This design comes from an exercise in tuning for small area, a short achievable clock period and few clock cycles on the open sky130 flow, not from production work. RTL that was checked went through simulation tests only; none was proved equivalent to the original. For run 2, only the layout was checked, not whether the RTL still works. No activity file was given, so power comes from the tool's default toggle rates.

### flow/design.v
module ook_rx (
    input  wire          clk,
    input  wire          rst,
    input  wire          c_valid,
    output wire          c_ready,
    input  wire [17:0]   c_word,
    input  wire          f_pop,
    output wire          f_avail,
    output wire [6:0]    f_len,
    output wire [47:0]   f_payload,
    input  wire [2:0]    r_num,
    output reg  [31:0]   r_data
);
    localparam integer W       = 2;
    localparam integer G       = 300;
    localparam integer THR_NUM = 1;
    localparam integer THR_DEN = 20;
    localparam integer MINGAP  = 1;
    localparam integer PERIOD  = 2;
    localparam integer NMAX    = 96;
    localparam integer LMAX    = NMAX - W + 1;    
    localparam integer P   = 8;                   
    localparam integer SW  = 17;                  
    localparam integer NBV = 57;                  
    localparam integer K0    = 0;
    localparam integer K     = 3;
    localparam integer NC    = 6;           
    localparam integer NSTEP = K0 + K * NC;       
    localparam [1:0] OP_NOP = 2'd0, OP_SAMPLE = 2'd1, OP_LAST = 2'd2, OP_END = 2'd3;
    reg              busy;
    reg  [6:0]       cnt;        
    reg  [6:0]       lw;         
    reg  [15:0]      sreg;       
    reg  [SW-1:0]    sacc;       
    reg              sval;
    reg              sc10;       
    reg  [23:0]      tsum;       
    reg  [3:0]       dcyc;       
    reg  [6:0]       rr;         
    reg              aligned;
    reg  [6:0]       acnt;       
    reg              sa;         
    reg  [3:0]       ga;
    reg  [6:0]       rema;       
    reg              sb;         
    reg  [3:0]       gb;
    reg  [P-1:0]     cr;         
    reg              tail;
    reg              mkp;        
    reg              lpar;       
    reg  [6:0]       uc;         
    reg  [6:0]       nb;         
    reg  [NBV-1:0]   bv;         
    reg  [2:0]       dofs;       
    reg  [2:0]       dropn;      
    reg              fq_valid;
    wire [1:0]  op   = c_word[17:16];
    wire [15:0] d    = c_word[15:0];
    wire        full = (cnt == NMAX);
    assign c_ready = (op == OP_NOP) || (!busy && (op == OP_END || !full));
    wire fire      = c_valid && c_ready;
    wire do_sample = fire && (op == OP_SAMPLE || op == OP_LAST);
    wire do_close  = fire && (op == OP_LAST || op == OP_END);
    wire do_sw     = do_sample && (cnt != 0);        
    wire [SW-1:0] s_new = sreg + d;
    wire [6:0]  lw_cl  = lw + (do_sw ? 7'd1 : 7'd0);   
    wire c_step10 = (lw == 7'd0) || (lw == 7'd12) || (lw == 7'd25) || (lw == 7'd38) ||
                    (lw == 7'd51) || (lw == 7'd64) || (lw == 7'd77) || (lw == 7'd90);
    wire [SW-1:0] head [0:P-1];
    wire          alg_step = busy && !aligned;
    genvar gj;
    generate
        for (gj = 0; gj < P; gj = gj + 1) begin : g_lane
            localparam integer DEP   = (LMAX - 1 - gj) / P + 1;
            localparam integer KLAST = (DEP - 1) * P + gj;
            reg  [SW-1:0] sl [0:DEP-1];
            wire en = (do_sw && lw[2:0] == gj) || sa ||
                      (alg_step && acnt <= KLAST);
            integer e;
            always @(posedge clk) begin
                if (en) begin
                    for (e = 0; e < DEP - 1; e = e + 1)
                        sl[e] <= sl[e+1];
                    sl[DEP-1] <= s_new;
                end
            end
            assign head[gj] = sl[0];
        end
    endgenerate
    wire [23:0] dvd0 = tsum + (sval ? {7'd0, sacc} + (sc10 ? 24'd10 : 24'd11) : 24'd0);
    function [7:0] dstep;             
        input [6:0] r;
        input       b;
        input [6:0] l;
        reg   [8:0] df;
        reg   [7:0] t;
        begin
            t  = {r, b};
            df = {1'b0, t} - {2'b0, l};
            dstep = df[8] ? {t[6:0], 1'b0} : {df[6:0], 1'b1};
        end
    endfunction
    reg [6:0]  d1_r;  reg [23:0] d1_q;
    reg [6:0]  dk_r;  reg [23:0] dk_q;
    reg [7:0]  dst;
    integer si;
    always @(*) begin
        d1_r = dvd0 >> NSTEP;
        d1_q = dvd0 << (24 - NSTEP);
        for (si = 0; si < K0; si = si + 1) begin
            dst  = dstep(d1_r, d1_q[23], lw);
            d1_r = dst[7:1];
            d1_q = {d1_q[22:0], dst[0]};
        end
        dk_r = rr;
        dk_q = tsum;
        for (si = 0; si < K; si = si + 1) begin
            dst  = dstep(dk_r, dk_q[23], lw);
            dk_r = dst[7:1];
            dk_q = {dk_q[22:0], dst[0]};
        end
    end
    wire [17:0] qt = tsum[17:0];
    wire [6:0] kba = {ga, 3'b000};
    function gtc;
        input [17:0] a;
        input [17:0] b;
        integer i;
        reg c;
        begin
            c = 1'b0;
            for (i = 0; i < 18; i = i + 1)
                c = (a[i] & ~b[i]) | ((a[i] | ~b[i]) & c);
            gtc = c;
        end
    endfunction
    reg  [P-1:0] cand;
    integer ja;
    always @(*)
        for (ja = 0; ja < P; ja = ja + 1)
            cand[ja] = gtc({1'b0, head[ja]}, qt) && (rema > ja);
    wire last_ga = (rema <= P);
    reg  [P-1:0] mk;
    reg          pv;           
    reg          lpe;          
    reg  [1:0]   ut;           
    reg  [5:0]   w;            
    reg          any;
    reg  [2:0]   olast;
    reg          pm;
    integer jb, ip;
    always @(*) begin
        pv    = mkp;
        lpe   = lpar;
        ut    = 2'b00;
        w     = 6'd0;
        any   = 1'b0;
        olast = 3'd0;
        for (ip = 0; ip < P / 2; ip = ip + 1) begin
            jb = 2 * ip;
            if (gb == 4'd0 && jb == 0)
                mk[jb] = 1'b1;               
            else
                mk[jb] = cr[jb] && !pv;
            if (mk[jb]) lpe = 1'b0;
            pv = mk[jb];
            jb = 2 * ip + 1;
            mk[jb] = cr[jb] && !pv;
            if (mk[jb] && !lpe) ut = {ut[0], 1'b1};
            if (mk[jb]) lpe = 1'b1;
            pv = mk[jb];
            pm = (mk[2*ip] && !(gb == 4'd0 && ip == 0)) || mk[2*ip+1];
            if (pm) begin
                any = 1'b1;
                case (ut)
                    2'b00: begin w[ip]     = 1'b1; olast = ip;     end
                    2'b01: begin w[ip + 1] = 1'b1; olast = ip + 1; end
                    default: begin w[ip + 2] = 1'b1; olast = ip + 2; end
                endcase
            end
        end
    end
    wire [6:0]  base1 = {1'b0, gb, 2'b00} + uc - {1'b0, dofs, 3'b000};    
    wire [12:0] wsh   = {7'd0, w} << base1[2:0];
    wire [3:0]  bci   = base1[6:3];
    reg  [63:0] bset;
    integer c;
    always @(*) begin
        bset = 64'd0;
        for (c = 0; c < 8; c = c + 1) begin
            if (bci == c)
                bset[8*c +: 8] = bset[8*c +: 8] | wsh[7:0];
            if (bci + 4'd1 == c)
                bset[8*c +: 8] = bset[8*c +: 8] | {3'b0, wsh[12:8]};
        end
    end
    reg  last_gb;
    wire [NBV-1:0] bv_nx = !sb ? bv : ((gb == 4'd0 ? {NBV{1'b0}} : bv) | bset[NBV-1:0]);
    wire [6:0]     nb_nx = (sb && any) ? base1 + {4'd0, olast} : nb;
    wire [7:0] hbyte  = bv[8:1];
    wire [2:0] len_e  = (hbyte[7:4] != 4'd0 || hbyte[3:1] == 3'd7) ? 3'd7 : hbyte[3:1];
    wire       hdr_ok = (nb >= 7'd8);
    wire       fr_ok  = ({1'b0, nb} >= {1'b0, len_e, 3'b000} + 8'd8);
    wire       p_act  = !fq_valid && dropn == 3'd0 && hdr_ok;
    wire       p_zero = p_act && (len_e == 3'd0);
    wire       p_emit = p_act && !p_zero && fr_ok;
    wire       p_drop = p_zero || dropn != 3'd0;
    wire       done   = tail && !p_drop && !p_emit && !fq_valid;
    always @(posedge clk) begin
        if (rst) begin
            busy     <= 1'b0;
            cnt      <= 7'd0;
            lw       <= 7'd0;
            sval     <= 1'b0;
            tsum     <= 24'd0;
            dcyc     <= 4'd0;
            aligned  <= 1'b1;
            sa       <= 1'b0;
            sb       <= 1'b0;
            tail     <= 1'b0;
            fq_valid <= 1'b0;
            nb       <= 7'd0;
            dofs     <= 3'd0;
            dropn    <= 3'd0;
        end else begin
            if (p_emit)
                fq_valid <= 1'b1;
            if (f_pop && fq_valid) begin
                fq_valid <= 1'b0;
                dropn    <= len_e + 3'd1;
            end
            if (do_sample) begin
                sreg <= d;
                cnt  <= cnt + 7'd1;
            end
            if (do_sw) begin
                lw   <= lw + 7'd1;
                sacc <= s_new;
                sc10 <= c_step10;
            end
            sval <= do_sw;
            if (!busy)
                tsum <= dvd0;
            if (do_close) begin
                if (lw_cl == 7'd0) begin
                    cnt  <= 7'd0;
                    lw   <= 7'd0;
                end else begin
                    busy    <= 1'b1;
                    dcyc    <= NC + 1;
                    aligned <= (lw_cl == LMAX);
                    acnt    <= lw_cl;
                end
            end
            if (busy && dcyc != 4'd0) begin
                if (dcyc == NC + 1) begin
                    rr   <= d1_r;
                    tsum <= d1_q;
                end else begin
                    rr   <= dk_r;
                    tsum <= dk_q;
                end
                dcyc <= dcyc - 4'd1;
            end
            if (alg_step) begin
                acnt <= acnt + P;
                if (acnt + P >= LMAX)
                    aligned <= 1'b1;
            end
            if (busy && !sa && !sb && !tail && dcyc == 4'd0 && aligned && !fq_valid) begin
                sa   <= 1'b1;
                ga   <= 4'd0;
                rema <= lw;
                if (lw <= 2 * P) begin
                    busy <= 1'b0;
                    cnt  <= 7'd0;
                    lw   <= 7'd0;
                end
            end
            if (sa) begin
                cr   <= cand;
                ga   <= ga + 4'd1;
                rema <= rema - P;
                if (rema > 2 * P && rema <= 3 * P) begin
                    busy <= 1'b0;
                    cnt  <= 7'd0;
                    lw   <= 7'd0;
                end
                if (last_ga) begin
                    sa   <= 1'b0;
                    tsum <= 24'd0;
                end
            end
            sb <= sa;
            gb <= ga;
            last_gb <= last_ga;
            if (sb) begin
                mkp  <= mk[P-1];
                lpar <= lpe;
                uc   <= uc + {5'd0, ut[1], ut[0] & !ut[1]};
                if (last_gb)
                    tail <= 1'b1;
            end
            bv <= p_drop ? {8'd0, bv_nx[NBV-1:8]} : bv_nx;
            nb <= p_drop ? nb_nx - 7'd8 : nb_nx;
            if (p_drop) begin
                dofs <= dofs + 3'd1;
                if (dropn != 3'd0)
                    dropn <= dropn - 3'd1;
            end
            if (busy && !sa && !sb && !tail && dcyc == 4'd0 && aligned && !fq_valid) begin
                nb   <= 7'd0;         
                dofs <= 3'd0;
            end
            if (sa && ga == 4'd0) begin
                mkp  <= 1'b1;
                lpar <= 1'b0;
                uc   <= 7'd0;
            end
            if (done)
                tail <= 1'b0;
        end
    end
    reg [47:0] pay;
    integer fi;
    always @(*)
        for (fi = 0; fi < 6; fi = fi + 1)
            pay[8*fi +: 8] = (fi < len_e) ? bv[8*fi+9 +: 8] : 8'd0;
    assign f_avail   = fq_valid;
    assign f_len     = fq_valid ? {4'd0, len_e} : 7'd0;
    assign f_payload = fq_valid ? pay : 48'd0;
    wire [31:0] status = {10'd0, 17'd0, 1'b1, full, fq_valid, fq_valid, busy};
    wire [7:0] rs;
    genvar gr;
    generate
        for (gr = 0; gr < 8; gr = gr + 1) begin : g_rs
            assign rs[gr] = (r_num == gr);
        end
    endgenerate
    always @(*) begin
        r_data = 32'd0;
        r_data[0] = rs[2] | rs[4] | (rs[6] & busy)     | (rs[7] & cnt[0]);
        r_data[1] = rs[0] | rs[5] | (rs[6] & fq_valid) | (rs[7] & cnt[1]);
        r_data[2] = rs[1] | rs[3] | (rs[6] & fq_valid) | (rs[7] & cnt[2]);
        r_data[3] = rs[1] |         (rs[6] & full)     | (rs[7] & cnt[3]);
        r_data[4] = rs[3] | rs[6] |                      (rs[7] & cnt[4]);
        r_data[5] = rs[1] |                              (rs[7] & cnt[5]);
        r_data[6] =                                      (rs[7] & cnt[6]);
        r_data[8] = rs[1];
    end
endmodule
### flow/flow/run.sh
#!/bin/bash
# Standard layout, with timing repair aimed below the clock period: repair
# works until every path has SETUP_SLACK_MARGIN of slack, and ports get
# ordinary buffers instead of the delay cells buffer_ports picks by default.
set -euo pipefail
bash standard.sh \
  SETUP_SLACK_MARGIN=8.5 \
  "BUFFER_PORTS_ARGS=-buffer_cell sky130_fd_sc_hd__buf_4" \
  finish > standard.log 2>&1
### flow/standard.sh
#!/bin/bash
# synth_recipe.tcl (not shown) runs the flow's synth.tcl, then flattens the netlist and writes it again
# the make line also repeats each setting of config.mk as NAME=value (left out here)
make -C /OpenROAD-flow-scripts/flow DESIGN_CONFIG=/design/flow/config.mk WORK_HOME=/design/flow/orfs CLKGATE_MAP_FILE= SYNTH_SCRIPT=/design/flow/synth_recipe.tcl "${@:-finish}"
### flow/config.mk
export PLATFORM = sky130hd
export DESIGN_NAME = ook_rx
export DESIGN_NICKNAME = ook_rx
export VERILOG_FILES = /design/flow/design.v
export SDC_FILE = /design/flow/constraint.sdc
export NUM_CORES = 4
export LEC_CHECK = 0
export CAP_MARGIN = 20
export CORE_MARGIN = 2
export CORE_UTILIZATION = 40
export CTS_BUF_LIST = sky130_fd_sc_hd__clkbuf_16
export CTS_CLUSTER_DIAMETER = 80
export CTS_CLUSTER_SIZE = 30
export PLACE_DENSITY = 0.6
export SLEW_MARGIN = 20
### flow/constraint.sdc
create_clock -name core_clock -period 15.0 [get_ports {clk}]
set_input_delay 3.0000 -clock core_clock [delete_from_list [all_inputs] [get_ports {clk}]]
set_output_delay 3.0000 -clock core_clock [all_outputs]
set_load 0.01 [all_outputs]
==> results of run 1 <==
-- sequential cells by signal, indices dropped and copies added, names as in the netlist, 7 cells and up, named ones only --
| signal | flops |
|---|---|
| acnt | 7 |
| nb | 7 |
| g_lane.sl | 1615 |
| cnt | 7 |
| sacc | 17 |
| cr | 8 |
| rema | 7 |
| bv | 53 |
| tsum | 24 |
| sreg | 16 |
| rr | 7 |
| lw | 7 |
| uc | 7 |
-- where the power goes --
group | leakage, uW | switching (uW) | internal (uW)
registers | 0.0163 | 114 | 5820
clock network | 0.00128 | 1540 | 1100
logic | 0.00555 | 546 | 326
-- critical path: stages --
cell     delay, ns
buf_12        0.11
nor2b_4       0.12
a22o_1        0.22
nand2_1       0.06
o31ai_1       0.06
buf_4         0.14
-- layer usage --
metal / global-route usage / part of all wire / vias to the layer above
met3: 0.01599 / 0.040 / 126
met5: 0 / 0.00021 / -
met4: 0.03919 / 0.023 / 4
li1: - / - / 13960
met1: 0.1926 / 0.48 / 14740
met2: 0.1988 / 0.45 / 600
-- Yosys cell counts, types with 19 or more instances --
| master | n |
|---|---|
| edfxtp_1 | 1751 |
| nor2_1 | 161 |
| inv_1 | 141 |
| nand2_1 | 131 |
| a21oi_1 | 124 |
| ha_1 | 104 |
| o21ai_0 | 86 |
| clkbuf_1 | 77 |
| xnor2_1 | 74 |
| and2_1 | 63 |
| dfxtp_1 | 62 |
| nand3_1 | 60 |
| mux2i_1 | 53 |
| maj3_1 | 48 |
| nor2b_1 | 39 |
| nor3_1 | 35 |
| nand2b_1 | 33 |
| buf_4 | 28 |
| a21o_1 | 27 |
| a211oi_1 | 26 |
| xor2_1 | 26 |
| and3_1 | 25 |
| a31oi_1 | 23 |
| a22oi_1 | 19 |
| o22ai_1 | 19 |
-- how the worst min path moves through the flow --
stage                         from                  end  cells past startpoint
3_5_place_dp    g_lane[0].sl[1][6]   g_lane[0].sl[0][6]                      0
2_1_floorplan   g_lane[0].sl[1][0]   g_lane[0].sl[0][0]                      0
5_1_grt        g_lane[6].sl[7][15]  g_lane[6].sl[6][15]                      0
4_1_cts         g_lane[1].sl[3][0]   g_lane[1].sl[2][0]                      0
6_report        g_lane[1].sl[3][0]   g_lane[1].sl[2][0]                      0
3_3_place_gp    g_lane[7].sl[8][5]   g_lane[7].sl[7][5]                      0
-- cell families (layout without fill, tap and decap cells) --
logic type | after synthesis | after routing
compound gates | 537 | 537
xor+xnor | 100 | 100
fa+ha+maj | 169 | 169
mux | 66 | 66
other cells | 1 | 29
simple gates | 617 | 617
flops | 1813 | 1813
buf+inv | 265 | 419
-- area by class of cell --
type | instances | area [um^2] | area share
antenna | 1 | 2.502 | 0.00003481
clock buffer | 84 | 2102 | 0.02924
clock inverter | 34 | 529.3 | 0.007362
inverter | 155 | 596.8 | 0.008302
multi-input combinational | 1517 | 10900 | 0.1516
sequential | 1813 | 53830 | 0.7487
tap | 2175 | 2721 | 0.03786
timing repair buffer | 146 | 1212 | 0.01687
-- stage by stage --
| stage | instance area [um^2] | std cells | util | power (uW) |
|---|---|---|---|---|
| 3_5_place_dp | 68910 | 5786 | 0.4239 | 6920 |
| 2_1_floorplan | 65600 | 3595 | - | 6623 |
| 6_report | 71890 | 5925 | 0.4422 | 9445 |
| 5_1_grt | 71890 | 5924 | 0.4421 | 9828 |
| 4_1_cts | 71720 | 5912 | 0.4411 | 9561 |
| 3_3_place_gp | 68890 | 5786 | 0.4237 | 6892 |
-- repair_timing --
item | 4_1_cts | 5_1_grt
resized for setup | 32 | 13
endpoints found under the setup margin | 17 | 26
setup buffers | 8 | 11
pin swaps | 6 | 3
==> flow_metrics.env, run 1 <==
export IMPL_cts_sinks=1813
export IMPL_htree_levels=3
export IMPL_post_drt_via_cell_ratio=4.967
export IMPL_drive_gt1_frac=0.09976
export IMPL_synthToLayoutAreaGrowth_pct=9.913
export IMPL_tightest_slew_ns=1.174
export IMPL_grt_pass1_vias=28570
export IMPL_setup_ws_ns=8.286
export IMPL_tritoncts="done"
export IMPL_setup_worst_path_end="r_data[1]"
export IMPL_drtIter0Drc=2872
export IMPL_wire_per_inst_um=18.54
export IMPL_worstSetupEndpointType="primary output"
export IMPL_critical_path_required_ns=12.00
export IMPL_synth_area_mux_share=0.01035
export IMPL_dr_pass1_iters=6
export IMPL_ys_async_sr_fraction=0
export IMPL_numCtsBuffers=81
export IMPL_synth_top_family_by_area="compound AO/OA/AOI/OAI gates"
export IMPL_placement_rows=148
export IMPL_yosysTopAreaCell="edfxtp_1"
export IMPL_rsz0062_at_grt="yes"
export IMPL_drv_cap=0
export IMPL_critPathLaunchType="primary input"
export IMPL_crit_start="r_num[1]"
export IMPL_synth_top_area_share=0.8039
export IMPL_dieArea_um2=166800
export IMPL_core_area_um2=162600
export IMPL_die_height_um=408.4
export IMPL_clk_path_buf_depth=3
export IMPL_slew_headroom=0.2176
export IMPL_vias=29430
export IMPL_grt_antenna_before_repair=6
export IMPL_irDropWorstVdd_mv=0.1071
export IMPL_hold_path_class="reg2reg"
export IMPL_fmax_mhz=149.0
export IMPL_setup_viol=0
export IMPL_synth_simple_area_share=0.04698
export IMPL_grt_max_degree=168
export IMPL_port_buffers=85
export IMPL_fin_crit_sh=0.4476
export IMPL_synthTopCellsByArea="edfxtp_1, ha_1, dfxtp_1, xnor2_1, a21oi_1"
export IMPL_ys_types=93
export IMPL_finalHoldViolCount=0
export IMPL_wl_um=109900
export IMPL_post_synth_fa_ha_maj_area_fraction=0.03151
export IMPL_r2r_slack_ns=8.85
export IMPL_nNetsFinal=3853
export IMPL_yosys_most_used_dff="edfxtp_1"
export IMPL_syn_cell_area_um2=65400
export IMPL_track_usage=0.1292
export IMPL_clock_root_buffer="clkbuf_16"
export IMPL_drv_slew=0
export IMPL_hpwl_um=68340
export IMPL_fin_crit_ns=6.714
export IMPL_die_w_um=408.4
export IMPL_holdWs_ns=0.4126
export IMPL_p_leak_uw=0.02318
export IMPL_skew_ns=0.02950
export IMPL_yosysWarnings=9
export IMPL_ys_seq_area_frac=0.8229
export IMPL_dp_slack_ns=7.896
export IMPL_clock_latency_ns=0.70
export IMPL_power_density_nw_per_um2=131.4
export IMPL_status="no timing/DRC/antenna violations"
export IMPL_reg2regPathDepth=28
export IMPL_grt_ovfl_total=0
export IMPL_r2r_start="tsum[23]"
export IMPL_synth_edf_count=1751
export IMPL_ys_ff_latch=1813
export IMPL_drc=0
export IMPL_synth_compound_area_share=0.05796
export IMPL_cp_data_arrival_time_ns=3.71
export IMPL_gp_congestion=0.8246
export IMPL_synth_cells=3568
export IMPL_hold_buffers=0
export IMPL_crit_type="in2out"
export IMPL_grt_pass1_wl_um=169500
export IMPL_io_pins=114
export IMPL_crit_fanout=7
export IMPL_synth_xor_area_share=0.01339
export IMPL_clk_pin_slew_ns=0.10
export IMPL_setup_tns_final_ns=0
export IMPL_final_common_cell="edfxtp_1"
export IMPL_fill_cells=14010
export IMPL_final_cell_mix="edfxtp_1, nor2_1, inv_1, buf_4, nand2_1"
export IMPL_r2r_end="rr[1]"
export IMPL_initial_core_util=0.4023
export IMPL_syn_area_per_cell_um2=18.33
export IMPL_antenna_left=0
Testbench counts, summed over its fixed seeds: cycles 7,303.
==> run 2, diff against run 1 <==
--- a/flow/design.v
+++ b/flow/design.v
@@ -20,10 +20,10 @@
     localparam integer NMAX    = 96;
     localparam integer LMAX    = NMAX - W + 1;    
-    localparam integer P   = 8;                   
+    localparam integer P   = 12;                  
     localparam integer SW  = 17;                  
     localparam integer NBV = 57;                  
-    localparam integer K0    = 0;
+    localparam integer K0    = 3;
     localparam integer K     = 3;
-    localparam integer NC    = 6;           
+    localparam integer NC    = 5;           
     localparam integer NSTEP = K0 + K * NC;       
     localparam [1:0] OP_NOP = 2'd0, OP_SAMPLE = 2'd1, OP_LAST = 2'd2, OP_END = 2'd3;
@@ -31,8 +31,6 @@
     reg  [6:0]       cnt;        
     reg  [6:0]       lw;         
+    reg  [3:0]       wl;         
     reg  [15:0]      sreg;       
-    reg  [SW-1:0]    sacc;       
-    reg              sval;
-    reg              sc10;       
     reg  [23:0]      tsum;       
     reg  [3:0]       dcyc;       
@@ -75,5 +73,5 @@
             localparam integer KLAST = (DEP - 1) * P + gj;
             reg  [SW-1:0] sl [0:DEP-1];
-            wire en = (do_sw && lw[2:0] == gj) || sa ||
+            wire en = (do_sw && wl == gj) || sa ||
                       (alg_step && acnt <= KLAST);
             integer e;
@@ -88,5 +86,4 @@
         end
     endgenerate
-    wire [23:0] dvd0 = tsum + (sval ? {7'd0, sacc} + (sc10 ? 24'd10 : 24'd11) : 24'd0);
     function [7:0] dstep;             
         input [6:0] r;
@@ -106,6 +103,6 @@
     integer si;
     always @(*) begin
-        d1_r = dvd0 >> NSTEP;
-        d1_q = dvd0 << (24 - NSTEP);
+        d1_r = tsum >> NSTEP;
+        d1_q = tsum << (24 - NSTEP);
         for (si = 0; si < K0; si = si + 1) begin
             dst  = dstep(d1_r, d1_q[23], lw);
@@ -122,5 +119,4 @@
     end
     wire [17:0] qt = tsum[17:0];
-    wire [6:0] kba = {ga, 3'b000};
     function gtc;
         input [17:0] a;
@@ -141,11 +137,14 @@
             cand[ja] = gtc({1'b0, head[ja]}, qt) && (rema > ja);
     wire last_ga = (rema <= P);
+    wire        t_clr    = sa && last_ga;
+    wire [23:0] tsum_acc = (t_clr ? 24'd0 : tsum) + {7'd0, s_new} + (c_step10 ? 24'd10 : 24'd11);
+    wire         first = (gb == 4'd0);
     reg  [P-1:0] mk;
     reg          pv;           
     reg          lpe;          
-    reg  [1:0]   ut;           
-    reg  [5:0]   w;            
+    reg  [2:0]   ut;           
+    reg  [8:0]   w;            
     reg          any;
-    reg  [2:0]   olast;
+    reg  [3:0]   olast;
     reg          pm;
     integer jb, ip;
@@ -153,11 +152,11 @@
         pv    = mkp;
         lpe   = lpar;
-        ut    = 2'b00;
-        w     = 6'd0;
+        ut    = 3'b000;
+        w     = 9'd0;
         any   = 1'b0;
-        olast = 3'd0;
+        olast = 4'd0;
         for (ip = 0; ip < P / 2; ip = ip + 1) begin
             jb = 2 * ip;
-            if (gb == 4'd0 && jb == 0)
+            if (first && jb == 0)
                 mk[jb] = 1'b1;               
             else
@@ -167,20 +166,21 @@
             jb = 2 * ip + 1;
             mk[jb] = cr[jb] && !pv;
-            if (mk[jb] && !lpe) ut = {ut[0], 1'b1};
+            if (mk[jb] && !lpe) ut = {ut[1:0], 1'b1};
             if (mk[jb]) lpe = 1'b1;
             pv = mk[jb];
-            pm = (mk[2*ip] && !(gb == 4'd0 && ip == 0)) || mk[2*ip+1];
+            pm = (mk[2*ip] && !(first && ip == 0)) || mk[2*ip+1];
             if (pm) begin
                 any = 1'b1;
                 case (ut)
-                    2'b00: begin w[ip]     = 1'b1; olast = ip;     end
-                    2'b01: begin w[ip + 1] = 1'b1; olast = ip + 1; end
-                    default: begin w[ip + 2] = 1'b1; olast = ip + 2; end
+                    3'b000:  begin w[ip]     = 1'b1; olast = ip;     end
+                    3'b001:  begin w[ip + 1] = 1'b1; olast = ip + 1; end
+                    3'b011:  begin w[ip + 2] = 1'b1; olast = ip + 2; end
+                    default: begin w[ip + 3] = 1'b1; olast = ip + 3; end
                 endcase
             end
         end
     end
-    wire [6:0]  base1 = {1'b0, gb, 2'b00} + uc - {1'b0, dofs, 3'b000};    
-    wire [12:0] wsh   = {7'd0, w} << base1[2:0];
+    wire [6:0]  base1 = {1'b0, gb, 2'b00} + {2'b0, gb, 1'b0} + uc - {1'b0, dofs, 3'b000};
+    wire [15:0] wsh   = {7'd0, w} << base1[2:0];
     wire [3:0]  bci   = base1[6:3];
     reg  [63:0] bset;
@@ -192,5 +192,5 @@
                 bset[8*c +: 8] = bset[8*c +: 8] | wsh[7:0];
             if (bci + 4'd1 == c)
-                bset[8*c +: 8] = bset[8*c +: 8] | {3'b0, wsh[12:8]};
+                bset[8*c +: 8] = bset[8*c +: 8] | wsh[15:8];
         end
     end
@@ -212,5 +212,5 @@
             cnt      <= 7'd0;
             lw       <= 7'd0;
-            sval     <= 1'b0;
+            wl       <= 4'd0;
             tsum     <= 24'd0;
             dcyc     <= 4'd0;
@@ -236,14 +236,12 @@
             if (do_sw) begin
                 lw   <= lw + 7'd1;
-                sacc <= s_new;
-                sc10 <= c_step10;
+                wl   <= (wl == P - 1) ? 4'd0 : wl + 4'd1;
+                tsum <= tsum_acc;
             end
-            sval <= do_sw;
-            if (!busy)
-                tsum <= dvd0;
             if (do_close) begin
                 if (lw_cl == 7'd0) begin
                     cnt  <= 7'd0;
                     lw   <= 7'd0;
+                    wl   <= 4'd0;
                 end else begin
                     busy    <= 1'b1;
@@ -276,4 +274,5 @@
                     cnt  <= 7'd0;
                     lw   <= 7'd0;
+                    wl   <= 4'd0;
                 end
             end
@@ -286,8 +285,10 @@
                     cnt  <= 7'd0;
                     lw   <= 7'd0;
+                    wl   <= 4'd0;
                 end
                 if (last_ga) begin
                     sa   <= 1'b0;
-                    tsum <= 24'd0;
+                    if (!do_sw)
+                        tsum <= 24'd0;
                 end
             end
@@ -298,5 +299,5 @@
                 mkp  <= mk[P-1];
                 lpar <= lpe;
-                uc   <= uc + {5'd0, ut[1], ut[0] & !ut[1]};
+                uc   <= uc + {5'd0, ut[1], ut[2] | (ut[0] & !ut[1])};
                 if (last_gb)
                     tail <= 1'b1;
==> run 2 against run 1 <==
  * Still clean
  * Utilization rose by 0.11 points
  * Non-clock buffer count increased by 67
  * Area after synthesis up 3.9%
  * Global-route usage grew 1.3 points
  * Setup slack got worse by 0.15 ns
  * Combinational power is 43% higher
  * Critical endpoint is now tsum[22]
  * Largest cell class unchanged
==> flow_metrics.env, run 2 <==
export IMPL_crit_fanout=4
export IMPL_syn_cell_area_um2=67960
export IMPL_setup_viol=0
export IMPL_antenna_left=0
export IMPL_reg_top3="g_lane.sl: 1615 flops, bv: 53 flops, tsum: 24 flops"
export IMPL_hold_path_class="reg2reg"
export IMPL_finalHoldViolCount=0
export IMPL_grt_pass1_vias=31880
export IMPL_yosysTopAreaCell="edfxtp_1"
export IMPL_hpwl_um=78050
export IMPL_htree_levels=3
export IMPL_power_density_nw_per_um2=127.2
export IMPL_dr_pass1_iters=6
export IMPL_synthToLayoutAreaGrowth_pct=10.27
export IMPL_numCtsBuffers=75
export IMPL_postPlaceCellArea_um2=71640
export IMPL_clock_root_buffer="clkbuf_16"
export IMPL_post_drt_via_cell_ratio=5.110
export IMPL_gp_congestion=0.8187
export IMPL_fin_crit_sh=0.4578
export IMPL_synth_cells=4048
export IMPL_clock_latency_ns=0.71
export IMPL_cts_sinks=1802
export IMPL_critPathLaunchType="primary input"
export IMPL_dieArea_um2=173200
export IMPL_fin_crit_ns=6.868
export IMPL_final_cell_area_um2=74940
export IMPL_worstSetupEndpointType="register"
export IMPL_critical_path_required_ns=15.61
export IMPL_hold_end="g_lane[5].sl[1][14]"
export IMPL_drtIter0Drc=2918
export IMPL_total_power_uw=9534
export IMPL_hold_path_depth=0
export IMPL_tightest_slew_ns=1.046
export IMPL_largest_register_ffs=1615
export IMPL_ys_types=91
export IMPL_tritoncts="done"
export IMPL_crit_type="in2reg"
export IMPL_syn_area_per_cell_um2=16.79
export IMPL_setup_tns_final_ns=0
export IMPL_final_cell_mix="edfxtp_1, nor2_1, nand2_1, buf_4, a21oi_1"
export IMPL_wl_um=125300
export IMPL_hp_start="g_lane[5].sl[2][14]"
export IMPL_fmax_mhz=145.6
export IMPL_irDropWorstVdd_mv=0.1147
export IMPL_io_pins=114
export IMPL_grt_pass1_wl_um=190700
export IMPL_wire_per_inst_um=19.44
export IMPL_synthTopCellsByArea="edfxtp_1, ha_1, dfxtp_1, a21oi_1, nor2_1"
export IMPL_clk_pin_slew_ns=0.11
export IMPL_fill_cells=14570
export IMPL_yosys_most_used_dff="edfxtp_1"
export IMPL_p_leak_uw=0.02417
export IMPL_die_w_um=416.2
export IMPL_synth_edf_count=1737
export IMPL_final_common_cell="edfxtp_1"
export IMPL_r2r_end="rr[2]"
export IMPL_initial_core_util=0.4019
export IMPL_regMostFlops="g_lane.sl"
export IMPL_drv_slew=0
export IMPL_skew_ns=0.03468
export IMPL_status="no timing/DRC/antenna violations"
export IMPL_holdWs_ns=0.4027
export IMPL_grt_max_degree=78
export IMPL_rsz0062_at_grt="yes"
export IMPL_nNetsFinal=4389
export IMPL_cp_data_arrival_time_ns=7.48
export IMPL_clk_path_buf_depth=3
export IMPL_port_buffers=85
export IMPL_ys_seq_area_frac=0.7866
export IMPL_ys_async_sr_fraction=0
export IMPL_vias=32940
export IMPL_core_area_um2=169100
export IMPL_synth_top_area_share=0.7675
export IMPL_synth_cells_most_frequent="edfxtp_1, nor2_1, nand2_1"
export IMPL_ys_ff_latch=1802
export IMPL_synth_most_common_cell="edfxtp_1"
export IMPL_multi_input_area_um2=14020
export IMPL_register_area_um2=53480
export IMPL_slew_headroom=0.3029
export IMPL_reg2regPathDepth=32
export IMPL_drv_cap=0
export IMPL_die_height_um=416.2
export IMPL_grt_ovfl_total=0
export IMPL_placement_rows=151
export IMPL_r2r_start="lw[1]"
export IMPL_drc=0
export IMPL_yosysWarnings=13
export IMPL_drive_gt1_frac=0.1162
export IMPL_grt_antenna_before_repair=11
export IMPL_track_usage=0.1418
export IMPL_r2r_slack_ns=8.79
run 2: power breakdown:
| group | internal (uW) | switching (uW) | total [uW] |
|---|---|---|---|
| clock network | 976 | 1480 | 2460 |
| logic | 494 | 752 | 1250 |
| registers | 5730 | 101 | 5830 |
run 2: final cells by class:
cell class	count	share of cell area
sequential	1802	0.7136
multi-input combinational	1939	0.1871
tap	2218	0.03703
clock buffer	77	0.02571
timing repair buffer	213	0.02327
inverter	171	0.008848
clock inverter	24	0.004441
antenna	2	0.00006678
run 2: cell families after synthesis:
| group | share of synthesized area |
|---|---|
| adders and majority gates | 0.04354 |
| AOI/OAI and AO/OA | 0.07252 |
| and+or+nand+nor | 0.05494 |
| DFF | 0.7866 |
| xor gates and xnor gates | 0.01302 |
| muxes | 0.009242 |
| buffers and inverters | 0.02007 |
| other | 0.00005518 |
run 2: worst max-delay path, cell delays in order:
cell	delay [ns]
buf_8	0.10
ha_4	0.15
fa_2	0.36
a21o_1	0.18
a21oi_2	0.16
o21bai_1	0.09
a21oi_2	0.17
o21bai_1	0.10
a21oi_2	0.22
o21bai_4	0.13
a21oi_2	0.17
o21bai_1	0.09
a21oi_2	0.21
o21ai_4	0.11
buf_4	0.16
a21oi_2	0.14
o21bai_1	0.13
buf_6	0.15
ha_4	0.23
ha_4	0.27
and3_1	0.14
o211ai_1	0.11
a41oi_2	0.35
nand2_1	0.12
xnor2_1	0.15
a221oi_1	0.27
run 2: through the flow:
step	instances	setup slack (ns)	util
after floorplan	4075	6.571	-
after global placement	6274	6.513	0.4236
after detailed placement	6275	6.484	0.4237
after CTS	6417	8.173	0.4409
after global routing	6445	7.903	0.4432
final	6446	8.132	0.4432
run 2: worst max path at each step:
stage,start,to,slack (ns),depth (start not counted)
after global routing,c_word[0],tsum[19],7.90,26
after CTS,c_word[0],tsum[19],8.17,26
final,c_word[0],tsum[22],8.13,26
after detailed placement,c_word[0],tsum[19],6.48,26
after floorplan,c_word[16],g_lane[7].sl[0][0],6.57,9
after global placement,c_word[0],tsum[19],6.51,26
run 2: layer usage:
metal,track usage,part of all wire
met3,0.01614,0.037
met4,0.03908,0.021
met1,0.1971,0.46
met5,0,0
met2,0.2367,0.48
run 2: what timing repair did:
| item | in CTS | in global routing |
|---|---|---|
| resized for setup | 74 | 41 |
| setup endpoints to repair | 29 | 78 |
| pin swaps | 35 | 28 |
| setup buffers | 41 | 26 |
| cloned | 0 | 1 |
| hold buffers | 0 | 0 |

## afterwards: timing with drivers on the ports
Ports are ideal in the flow. The routed layouts listed here were re-timed in OpenROAD.
Step 1 sets driving cells, clkbuf_16 on the clock port and buf_2 on the other inputs (assumed; they add their load-dependent delay and slew).
Step 2 moves the port delays by t, midway between the first and last clock arrival at a register: inputs arrive t later, outputs are due t later. That takes back most of the time a late clock gives input paths.
Three values: ideal ports, drivers, drivers and shift; two values: the first two.
run	shift t [ns]	setup slack, ns	latest minus earliest clock arrival (ns)
run 1	0.750	8.286 / 8.232 / 8.148	0.034 / 0.035
run 2	0.769	8.132 / 8.171 / 7.402	0.039 / 0.040
After both steps every run listed still meets setup and hold. The setup slack of run 2, which loses most, moves by +0.039 ns with the drivers and by -0.730 ns with both steps.
